This is an optimization exercise on Yosys and OpenROAD, whose aim is small area, a short achievable clock period and few clock cycles per item, not a production implementation.

==> inputs of job 5041 <==
## saes_core
module saes_core (
    input  wire        clk,
    input  wire        rst,
    input  wire        cmd_valid,
    output wire        cmd_ready,
    input  wire [23:0] cmd,
    output wire        rsp_valid,
    input  wire        rsp_ready,
    output wire        rsp_err,
    output wire [15:0] rsp_data
);
    localparam [7:0] OP_RDST  = 8'h01, OP_RST   = 8'h02, OP_GFM   = 8'h10,
                     OP_SBX   = 8'h20, OP_ISBX  = 8'h21, OP_SBB   = 8'h22,
                     OP_ISBB  = 8'h23, OP_LDS   = 8'h30, OP_RDS   = 8'h31,
                     OP_RDN   = 8'h32, OP_WRN   = 8'h33, OP_RDM   = 8'h34,
                     OP_WRM   = 8'h35, OP_RTN   = 8'h36, OP_LDK   = 8'h40,
                     OP_RDK   = 8'h41, OP_KEXP  = 8'h42, OP_RDW   = 8'h43,
                     OP_RDRK  = 8'h44, OP_ARK   = 8'h50, OP_ARKI  = 8'h51,
                     OP_SUBN  = 8'h52, OP_ISUBN = 8'h53, OP_MIXC  = 8'h54,
                     OP_IMIXC = 8'h55, OP_SHRW  = 8'h56, OP_ENC   = 8'h58,
                     OP_DEC   = 8'h59, OP_TRC   = 8'h60, OP_RDTI  = 8'h61,
                     OP_RDTS  = 8'h62, OP_RDTK  = 8'h63, OP_RDTW  = 8'h64;
    localparam [2:0] E_ILLEGAL = 3'd1, E_INDEX = 3'd2, E_NOKEY = 3'd3, E_NOTRACE = 3'd4;
    localparam [15:0] SB0 = 16'hC8B9, SB1 = 16'hEB0C, SB2 = 16'hF192, SB3 = 16'h705D;
    localparam [15:0] IB0 = 16'h48BE, IB1 = 16'h8DA9, IB2 = 16'hF1A2, IB3 = 16'hD0CD;
    function [3:0] sbox;
        input [3:0] n;
        sbox = {SB3[n], SB2[n], SB1[n], SB0[n]};
    endfunction
    function [3:0] isbox;
        input [3:0] n;
        isbox = {IB3[n], IB2[n], IB1[n], IB0[n]};
    endfunction
    function [3:0] xt;
        input [3:0] a;
        xt = {a[2:0], 1'b0} ^ (a[3] ? 4'h3 : 4'h0);
    endfunction
    function [3:0] gfmul;
        input [3:0] a;
        input [3:0] b;
        reg   [3:0] a1, a2, a3;
        begin
            a1 = xt(a);
            a2 = xt(a1);
            a3 = xt(a2);
  ...
Settings: LEC_CHECK=0, ABC_AREA=1, CAP_MARGIN=20, CORE_MARGIN=2, CORE_UTILIZATION=40, SLEW_MARGIN=20; clock period 10.0 ns.
standard.sh (not shown) runs the stock make flow with config.mk's settings and CLKGATE_MAP_FILE= SYNTH_SCRIPT=/design/flow/synth_recipe.tcl, a recipe that flattens the netlist after the stock synthesis.
==> flow/flow/run.sh <==
#!/bin/bash
# Layout flow: the standard layout (standard.sh) run whole, with one change:
# Yosys's adder extraction (extract_fa + adder techmap) is skipped, so the XOR-heavy
# cipher logic is mapped by ABC instead of being frozen into half-adder cells.
# Registers, their names and cell types are those of the standard synthesis.
set -euo pipefail
bash standard.sh ADDER_MAP_FILE= finish > standard_flow.log 2>&1
==> job 3199: changes against job 5041 <==
--- a/flow/design.v
+++ b/flow/design.v
@@ -18,21 +18,29 @@
                      OP_RDRK  = 8'h44, OP_ARK   = 8'h50, OP_ARKI  = 8'h51,
                      OP_SUBN  = 8'h52, OP_ISUBN = 8'h53, OP_MIXC  = 8'h54,
                      OP_IMIXC = 8'h55, OP_SHRW  = 8'h56, OP_ENC   = 8'h58,
                      OP_DEC   = 8'h59, OP_TRC   = 8'h60, OP_RDTI  = 8'h61,
                      OP_RDTS  = 8'h62, OP_RDTK  = 8'h63, OP_RDTW  = 8'h64;
     localparam [2:0] E_ILLEGAL = 3'd1, E_INDEX = 3'd2, E_NOKEY = 3'd3, E_NOTRACE = 3'd4;
-    localparam [15:0] SB0 = 16'hC8B9, SB1 = 16'hEB0C, SB2 = 16'hF192, SB3 = 16'h705D;
-    localparam [15:0] IB0 = 16'h48BE, IB1 = 16'h8DA9, IB2 = 16'hF1A2, IB3 = 16'hD0CD;
     function [3:0] sbox;
         input [3:0] n;
-        sbox = {SB3[n], SB2[n], SB1[n], SB0[n]};
+        case (n)
+            4'h0: sbox = 4'h9; 4'h1: sbox = 4'h4; 4'h2: sbox = 4'hA; 4'h3: sbox = 4'hB;
+            4'h4: sbox = 4'hD; 4'h5: sbox = 4'h1; 4'h6: sbox = 4'h8; 4'h7: sbox = 4'h5;
+            4'h8: sbox = 4'h6; 4'h9: sbox = 4'h2; 4'hA: sbox = 4'h0; 4'hB: sbox = 4'h3;
+            4'hC: sbox = 4'hC; 4'hD: sbox = 4'hE; 4'hE: sbox = 4'hF; default: sbox = 4'h7;
+        endcase
     endfunction
     function [3:0] isbox;
         input [3:0] n;
-        isbox = {IB3[n], IB2[n], IB1[n], IB0[n]};
+        case (n)
+            4'h0: isbox = 4'hA; 4'h1: isbox = 4'h5; 4'h2: isbox = 4'h9; 4'h3: isbox = 4'hB;
+            4'h4: isbox = 4'h1; 4'h5: isbox = 4'h7; 4'h6: isbox = 4'h8; 4'h7: isbox = 4'hF;
+            4'h8: isbox = 4'h6; 4'h9: isbox = 4'h0; 4'hA: isbox = 4'h2; 4'hB: isbox = 4'h3;
+            4'hC: isbox = 4'hC; 4'hD: isbox = 4'h4; 4'hE: isbox = 4'hD; default: isbox = 4'hE;
+        endcase
     endfunction
     function [3:0] xt;
         input [3:0] a;
         xt = {a[2:0], 1'b0} ^ (a[3] ? 4'h3 : 4'h0);
     endfunction
     function [3:0] gfmul;
@@ -107,39 +115,45 @@
     wire [47:0] W  = expandkey(K);
     wire [15:0] K0 = W[47:32], K1 = W[31:16], K2 = W[15:0];
     wire [15:0] enc_s = shr(subn(mix(shr(subn(S ^ K0))) ^ K1)) ^ K2;
     wire [15:0] dec_s = isubn(shr(imix(isubn(shr(S ^ K2)) ^ K1))) ^ K0;
     wire [47:0] TW  = expandkey(TK);
     wire [15:0] T0 = TW[47:32], T1 = TW[31:16], T2 = TW[15:0];
-    wire [15:0] c2 = TX ^ (MODE ? T2 : T0);
-    wire [15:0] c4 = MODE ? isubn(shr(c2)) : subn(shr(c2));
-    wire [15:0] c3 = MODE ? shr(c2) : shr(c4);
-    wire [15:0] cz = MODE ? (c4 ^ T1) : c4;
-    wire [15:0] cm = MODE ? imix(cz) : mix(cz);
-    wire [15:0] c5 = MODE ? cz : cm;
-    wire [15:0] c6 = MODE ? cm : (cm ^ T1);
-    wire [15:0] c8 = MODE ? isubn(shr(c6)) : subn(shr(c6));
-    wire [15:0] c7 = MODE ? shr(c6) : shr(c8);
-    wire [15:0] c9 = c8 ^ (MODE ? T0 : T2);
+    wire [15:0] e2 = TX ^ T0;
+    wire [15:0] e3 = subn(e2);
+    wire [15:0] e4 = shr(e3);
+    wire [15:0] e5 = mix(e4);
+    wire [15:0] e6 = e5 ^ T1;
+    wire [15:0] e7 = subn(e6);
+    wire [15:0] e8 = shr(e7);
+    wire [15:0] e9 = e8 ^ T2;
+    wire [15:0] d2 = TX ^ T2;
+    wire [15:0] d3 = shr(d2);
+    wire [15:0] d4 = isubn(d3);
+    wire [15:0] d5 = d4 ^ T1;
+    wire [15:0] d6 = imix(d5);
+    wire [15:0] d7 = shr(d6);
+    wire [15:0] d8 = isubn(d7);
+    wire [15:0] d9 = d8 ^ T0;
     wire [3:0] ti = imm[3:0];
     wire [2:0] tj = imm[6:4];
     reg [15:0] tr_state, tr_rk;
     reg        tr_has_rk;
     always @(*) begin
         tr_state = TX;
         tr_rk    = 16'h0000;
         case (ti)
-            4'd2: begin tr_state = c2; tr_rk = MODE ? T2 : T0; end
-            4'd3: tr_state = c3;
-            4'd4: tr_state = c4;
-            4'd5: begin tr_state = c5; tr_rk = MODE ? T1 : 16'h0000; end
-            4'd6: begin tr_state = c6; tr_rk = MODE ? 16'h0000 : T1; end
-            4'd7: tr_state = c7;
-            4'd8: tr_state = c8;
+            4'd2: begin tr_state = MODE ? d2 : e2; tr_rk = MODE ? T2 : T0; end
+            4'd3: tr_state = MODE ? d3 : e3;
+            4'd4: tr_state = MODE ? d4 : e4;
+            4'd5: begin tr_state = MODE ? d5 : e5; tr_rk = MODE ? T1 : 16'h0000; end
+            4'd6: begin tr_state = MODE ? d6 : e6; tr_rk = MODE ? 16'h0000 : T1; end
+            4'd7: tr_state = MODE ? d7 : e7;
+            4'd8: tr_state = MODE ? d8 : e8;
             4'd9, 4'd10: begin
-                tr_state = c9;
+                tr_state = MODE ? d9 : e9;
                 if (ti == 4'd9) tr_rk = MODE ? T0 : T2;
             end
             default: ;
         endcase
         tr_has_rk = (ti == 4'd2) || (ti == 4'd9) || (ti == 4'd5 && MODE) || (ti == 4'd6 && !MODE);
     end
==> flow/run.sh (new file) <==
#!/bin/bash
# synth_recipe.tcl (not shown) runs the flow's synth.tcl, then flattens the netlist and writes it again
# the make line also repeats each setting of config.mk as NAME=value (left out here)
make -C /OpenROAD-flow-scripts/flow DESIGN_CONFIG=/design/flow/config.mk WORK_HOME=/design/flow/orfs CLKGATE_MAP_FILE= SYNTH_SCRIPT=/design/flow/synth_recipe.tcl finish
ABC_AREA = default   (was 1)
removed: flow/flow/run.sh
removed: flow/standard.sh
==> job 7641: changes against job 5041 <==
SETUP_SLACK_MARGIN = 3   (was default)
==> impl_metrics.ini <==
[placed_design]
place_ws_ns = 0.980

[power]
power_uw = 1100
p_comb_uw = 358
p_sw_uw = 439

[final_layout]
nNonClkBuffers = 119
clkbuf_count = 9
utilization = 0.438

[yosys]
synth_seq_cells = 89
synth_top_family_by_area = simple AND/OR/NAND/NOR gates
yosys.area.top_type = nand2_1

[sta]
finalCriticalPeriod_ns = 9.37
worst_clock_skew_ns = 0.0147

[outcome]
status = timing/DRC/antenna clean

[worst_setup_path]
slowest_delay_ns = 0.62

[grt]
met1_usage = 0.482
Source of the figures above: job 5041

==> impl_metrics.ini <==
[final_layout]
utilization = 0.442
clkbuf_count = 17
nNonClkBuffers = 204

[outcome]
status = timing/DRC/antenna clean

[sta]
finalCriticalPeriod_ns = 9.80
worst_clock_skew_ns = 0.0260

[yosys]
yosys.area.top_type = ha_1
synth_top_family_by_area = compound AO/OA/AOI/OAI gates
synth_seq_cells = 137

[power]
p_sw_uw = 679
power_uw = 1790
p_comb_uw = 558

[worst_setup_path]
slowest_delay_ns = 0.74
Source of the figures above: job 3199

==> impl_metrics.ini <==
[yosys]
synth_top_family_by_area = simple AND/OR/NAND/NOR gates
synth_seq_cells = 89
yosys.area.top_type = nand2_1

[final_layout]
utilization = 0.587

[outcome]
status = timing/DRC/antenna clean

[worst_setup_path]
slowest_delay_ns = 0.96

[placed_design]
place_ws_ns = 0.980

[grt]
met1_usage = 0.508

[sta]
worst_clock_skew_ns = 0.0145

[power]
p_comb_uw = 434
power_uw = 1180
Source of the figures above: job 7641

No functional check of the RTL was part of any run of this note.

## afterwards: timing with drivers on the ports
How much do the figures lean on ideal ports? The routed layouts below were timed once more, with nothing changed but the port constraints.
Step 1, drivers: a clkbuf_16 drives clk and a buf_2 each remaining input, both assumed.
Step 2 times the ports against the registers' clock, not the clock port: input delays grow and output delays shrink by t, the midpoint of the rising clock arrivals with the driver on.
a / b / c = ideal / step 1 / step 2; a / b = the first two.
run | t (ns) | setup WS [ns] | worst setup path after step 2 | worst slew at a driven data input, ns
job 5041 | 0.431 | 0.627 / 0.574 / 0.733 | input to output | 0.13
job 3199 | 0.547 | 0.199 / 0.129 / 0.663 | input to output | 0.05
job 7641 | 0.434 | 1.967 / 1.912 / 2.346 | register to output | 0.15
After both steps setup and hold are still met in every run listed.
